Source: an optimization exercise on an open RTL-to-GDS flow (aim: small area, a short achievable clock period and few clock cycles per item). Production flows keep margins and buffers that such runs may drop.
The RTL was checked by simulation tests, not by an equivalence proof against the original design.
Power and IR drop assume default switching activity.

==> 07-14: inputs <==
// ltpf_pitch_detect
module ltpf_pitch_detect (
    input  wire               clk,
    input  wire               rst,
    input  wire               in_valid,
    input  wire signed [15:0] in_data,
    input  wire               start,
    input  wire               dt,
    output wire               ready,
    output wire               done,
    output reg                present,
    output reg         [6:0]  lag,
    output reg  signed [37:0] corr,
    output reg         [36:0] energy0,
    output reg         [36:0] energy_lag
);
==> flow/config.mk <==
export PLATFORM = sky130hd
export DESIGN_NAME = ltpf_pitch_detect
export DESIGN_NICKNAME = ltpf_pitch_detect
export VERILOG_FILES = /design/flow/design.v
export SDC_FILE = /design/flow/constraint.sdc
export NUM_CORES = 4
export LEC_CHECK = 0
export ABC_CLOCK_PERIOD_IN_PS = 5000
export CAP_MARGIN = 20
export CORE_MARGIN = 2
export CORE_UTILIZATION = 30
export PLACE_DENSITY = 0.45
export SETUP_SLACK_MARGIN = 0.5
export SLEW_MARGIN = 20
==> flow/constraint.sdc <==
create_clock -name core_clock -period 20.5 [get_ports {clk}]
set_input_delay 4.1000 -clock core_clock [delete_from_list [all_inputs] [get_ports {clk}]]
set_output_delay 4.1000 -clock core_clock [all_outputs]
set_load 0.01 [all_outputs]
run.sh (not shown) runs the stock make flow with config.mk's settings and CLKGATE_MAP_FILE= SYNTH_SCRIPT=/design/flow/synth_recipe.tcl, a recipe that flattens the netlist after the stock synthesis.
==> inputs of 08-23, as changes to 07-14 <==
--- a/flow/design.v
+++ b/flow/design.v
@@ -61,29 +61,28 @@
 );
     localparam Z6 = 178;
     localparam S_IDLE = 3'd0;
     localparam S_PRE  = 3'd1;
     localparam S_RUN  = 3'd2;
     localparam S_FIN  = 3'd3;
     localparam S_OUT  = 3'd4;
-    localparam F_P1  = 4'd0;   
-    localparam F_P2  = 4'd1;   
-    localparam F_L   = 4'd2;   
-    localparam F_R   = 4'd3;   
-    localparam F_Q   = 4'd4;   
-    localparam F_END = 4'd5;
-    localparam F_CMP = 4'd6;
-    localparam F_PK  = 4'd7;
-    localparam F_P25 = 4'd8;
+    localparam F_P1  = 3'd0;   
+    localparam F_P2  = 3'd1;   
+    localparam F_L   = 3'd2;   
+    localparam F_R   = 3'd3;   
+    localparam F_Q   = 3'd4;   
+    localparam F_END = 3'd5;
+    localparam F_CMP = 3'd6;
+    localparam F_PK  = 3'd7;
     reg rst_r;
     always @(posedge clk)
         rst_r <= rst;
     reg       done_q;
     reg [2:0] state;
-    reg [3:0] fstep;
+    reg [2:0] fstep;
     reg       fkick;
     assign ready = (state == S_IDLE) & ~rst_r;
     assign done  = done_q & ~rst_r;
     wire acc_s = in_valid & ready;
     wire acc_t = start & ready;
     reg        a_v;
     reg [15:0] a_d;
@@ -112,31 +111,24 @@
     reg  signed [37:0] r3;
     reg         [36:0] el3;
     reg                v4;
     reg         [6:0]  i4s;
     reg  signed [37:0] r4;
     reg         [36:0] el4;
     reg  signed [46:0] c4;
-    wire        [7:0]  wgt = 8'd194 - {1'b0, i3s};
-    reg                v4a;
-    reg         [6:0]  i4a;
-    reg  signed [37:0] r4a;
-    reg         [36:0] el4a;
-    reg  signed [42:0] c4h;     
-    reg  signed [42:0] c4l;     
+    wire signed [8:0]  wgt = 9'sd194 - $signed({2'b00, i3s});
     wire [6:0] k0 = (prev_lag >= 7'd4)  ? prev_lag - 7'd4 : 7'd0;
     wire [6:0] k1 = (prev_lag >= 7'd93) ? 7'd97 : prev_lag + 7'd4;
     reg signed [46:0] best_c;
     reg        [6:0]  i1, i2;
     reg signed [37:0] r1, r2;
     reg        [36:0] el1, el2;
     reg [73:0]  p1, p2;
     reg [110:0] lhs, rhs;
     reg [119:0] lhs_k, rhs_k, ps_k, q_k;
-    reg [73:0]  psel_r;
     reg         pick_g;
     reg         pres_sel;
     wire pos1 = (r1 > 0);
     wire pos2 = (r2 > 0);
     wire signed [37:0] r_sel  = pick_g ? r1  : r2;
     wire        [36:0] el_sel = pick_g ? el1 : el2;
     wire        [6:0]  i_sel  = pick_g ? i1  : i2;
@@ -153,15 +145,15 @@
         .rst   (rst_r),
         .start (mul_start),
         .a     (mul_a),
         .b     (mul_b),
         .done  (mul_done),
         .p     (mul_p)
     );
-    wire pipe_empty = ~g_run & ~v1 & ~v2 & ~v3 & ~v4a & ~v4;
+    wire pipe_empty = ~g_run & ~v1 & ~v2 & ~v3 & ~v4;
     always @(posedge clk) begin
         if (rst_r) begin
             state      <= S_IDLE;
             fstep      <= F_P1;
             fkick      <= 1'b0;
             a_v        <= 1'b0;
             a_d        <= 16'd0;
@@ -191,20 +183,14 @@
             r_acc      <= 0;
             el_acc     <= 0;
             v3         <= 1'b0;
             i3s        <= 0;
             r3         <= 0;
             el3        <= 0;
             v4         <= 1'b0;
-            v4a        <= 1'b0;
-            i4a        <= 0;
-            r4a        <= 0;
-            el4a       <= 0;
-            c4h        <= 0;
-            c4l        <= 0;
             i4s        <= 0;
             r4         <= 0;
             el4        <= 0;
             c4         <= 0;
             best_c     <= 0;
             i1         <= 0;
             i2         <= 0;
@@ -215,15 +201,14 @@
             p1         <= 0;
             p2         <= 0;
             lhs        <= 0;
             rhs        <= 0;
             lhs_k      <= 0;
             rhs_k      <= 0;
             ps_k       <= 0;
-            psel_r     <= 0;
             q_k        <= 0;
             pick_g     <= 1'b0;
             pres_sel   <= 1'b0;
             mul_start  <= 1'b0;
             mul_a      <= 0;
             mul_b      <= 0;
             done_q     <= 1'b0;
@@ -271,43 +256,35 @@
             e02     <= e01;
             last2   <= last1;
             i2s     <= i1s;
             prod_ab <= xa * xb;
             prod_aa <= xa * xa;
             prod_bb <= xb * xb;
             v3 <= 1'b0;
-            if (v2 && i2s == 7'd0)
-                e0_acc <= e0_acc + {{6{prod_aa[31]}}, prod_aa};
             if (v2) begin
-                if (last2) begin
+                if (e02) begin
+                    e0_acc <= e0_acc + {{6{prod_aa[31]}}, prod_aa};
+                end else if (last2) begin
                     r_acc  <= 0;
                     el_acc <= 0;
                     v3     <= 1'b1;
                     i3s    <= i2s;
                     r3     <= r_fin;
                     el3    <= el_fin[36:0];
                 end else begin
                     r_acc  <= r_fin;
                     el_acc <= el_fin;
                 end
             end
-            v4a <= v3;
+            v4 <= v3;
             if (v3) begin
-                i4a  <= i3s;
-                r4a  <= r3;
-                el4a <= el3;
-                c4h  <= r3 * $signed({1'b0, wgt[7:4]});
-                c4l  <= r3 * $signed({1'b0, wgt[3:0]});
-            end
-            v4 <= v4a;
-            if (v4a) begin
-                i4s <= i4a;
-                r4  <= r4a;
-                el4 <= el4a;
-                c4  <= {c4h, 4'd0} + {{4{c4l[42]}}, c4l};
+                i4s <= i3s;
+                r4  <= r3;
+                el4 <= el3;
+                c4  <= r3 * wgt;
             end
             if (v4) begin
                 if (i4s == 0 || c4 > best_c) begin
                     best_c <= c4;
                     i1     <= i4s;
                     r1     <= r4;
                     el1    <= el4;
@@ -327,15 +304,15 @@
                         state <= S_PRE;
                     end
                 end
                 S_PRE: begin
                     j      <= 0;
                     i      <= 0;
                     g_run  <= 1'b1;
-                    g_e0   <= 1'b0;
+                    g_e0   <= 1'b1;
                     addr_a <= 8'd178 - (big ? 8'd64 : 8'd48);
                     addr_b <= 8'd161 - (big ? 8'd64 : 8'd48);
                     e0_acc <= 0;
                     r_acc  <= 0;
                     el_acc <= 0;
                     state  <= S_RUN;
                 end
@@ -365,31 +342,28 @@
                             F_L:  begin lhs <= mul_p;      fstep <= F_R;  end
                             F_R: begin
                                 rhs   <= mul_p;
                                 fstep <= F_END;
                                 fkick <= 1'b0;
                             end
                             default: begin
-                                psel_r <= p_sel;
-                                q_k    <= {9'd0, mul_p} * 120'd9;
-                                fstep  <= F_P25;
-                                fkick  <= 1'b0;
+                                ps_k  <= {46'd0, p_sel} * 120'd25;
+                                q_k   <= {9'd0, mul_p} * 120'd9;
+                                fstep <= F_CMP;
+                                fkick <= 1'b0;
                             end
                         endcase
                     end else if (fstep == F_END) begin
                         lhs_k <= {9'd0, lhs} * 120'd400;
                         rhs_k <= {9'd0, rhs} * 120'd289;
                         fstep <= F_PK;
                     end else if (fstep == F_PK) begin
                         pick_g <= !pos2 || (pos1 && (lhs_k <= rhs_k));
                         fstep  <= F_Q;
                         fkick  <= 1'b1;
-                    end else if (fstep == F_P25) begin
-                        ps_k  <= {46'd0, psel_r} * 120'd25;
-                        fstep <= F_CMP;
                     end else if (fstep == F_CMP) begin
                         pres_sel <= (r_sel > 0) && (ps_k > q_k);
                         state    <= S_OUT;
                     end
                 end
                 S_OUT: begin
                     prev_lag   <= i_sel;
==> summary of the runs <==
Of 08-23 and 07-14, 07-14 has the higher sequential power (gap about 5%, measured against 07-14). Synthesized area: 08-23 is lower than 07-14 (about 3%). Between 07-14 and 08-23, the lower total power is in 08-23 (gap 1.3%, measured against 08-23). In clock skew, 08-23 and 07-14 hardly differ. Design area: 07-14 is higher than 08-23 (3.4%). Of 07-14 and 08-23, 07-14 has the higher non-clock buffer count (gap 29). Of 08-23 and 07-14, 07-14 has the higher clock power (gap about 5%, measured against 07-14). Against 07-14, the via count of 08-23 is lower by about 4%. Against 08-23, the combinational power of 07-14 is smaller by about 30%. Against 08-23, the count of clock-buffer cells in the layout of 07-14 is higher by 39. In 08-23 the utilization is lower than in 07-14, by 0.065 points.
Testbench counts of 07-14, summed over its fixed seeds: cycles 1,162,184, frames 192.
Testbench counts of 08-23, summed over its fixed seeds: cycles 1,173,128, frames 192.

separate check: timing with driven ports:
The results above use ideal ports. As a check the final layouts listed here were re-extracted and re-timed, cells and wires unchanged.
Step 1 assumes that a clkbuf_16 drives the clock port and a buf_2 every other input.
Step 2, shift: input delay + t, output delay - t, t = (earliest + latest rising clock arrival at the registers) / 2. This alone moves slack from input paths to output paths.
Slacks: ideal / step 1 / step 2; pairs: ideal / step 1.
run | t (ns) | setup WS [ns] | slew at the worst register clock pin (ns) | worst slew at a driven data input, ns | pins driven straight from the clock port
07-14 | 1.255 | 12.650 / 12.650 / 12.650 | 0.07 / 0.07 | 0.05 | 1
08-23 | 1.223 | 12.246 / 12.246 / 12.246 | 0.07 / 0.07 | 0.27 | 1
After both steps setup and hold are still met in every run listed.
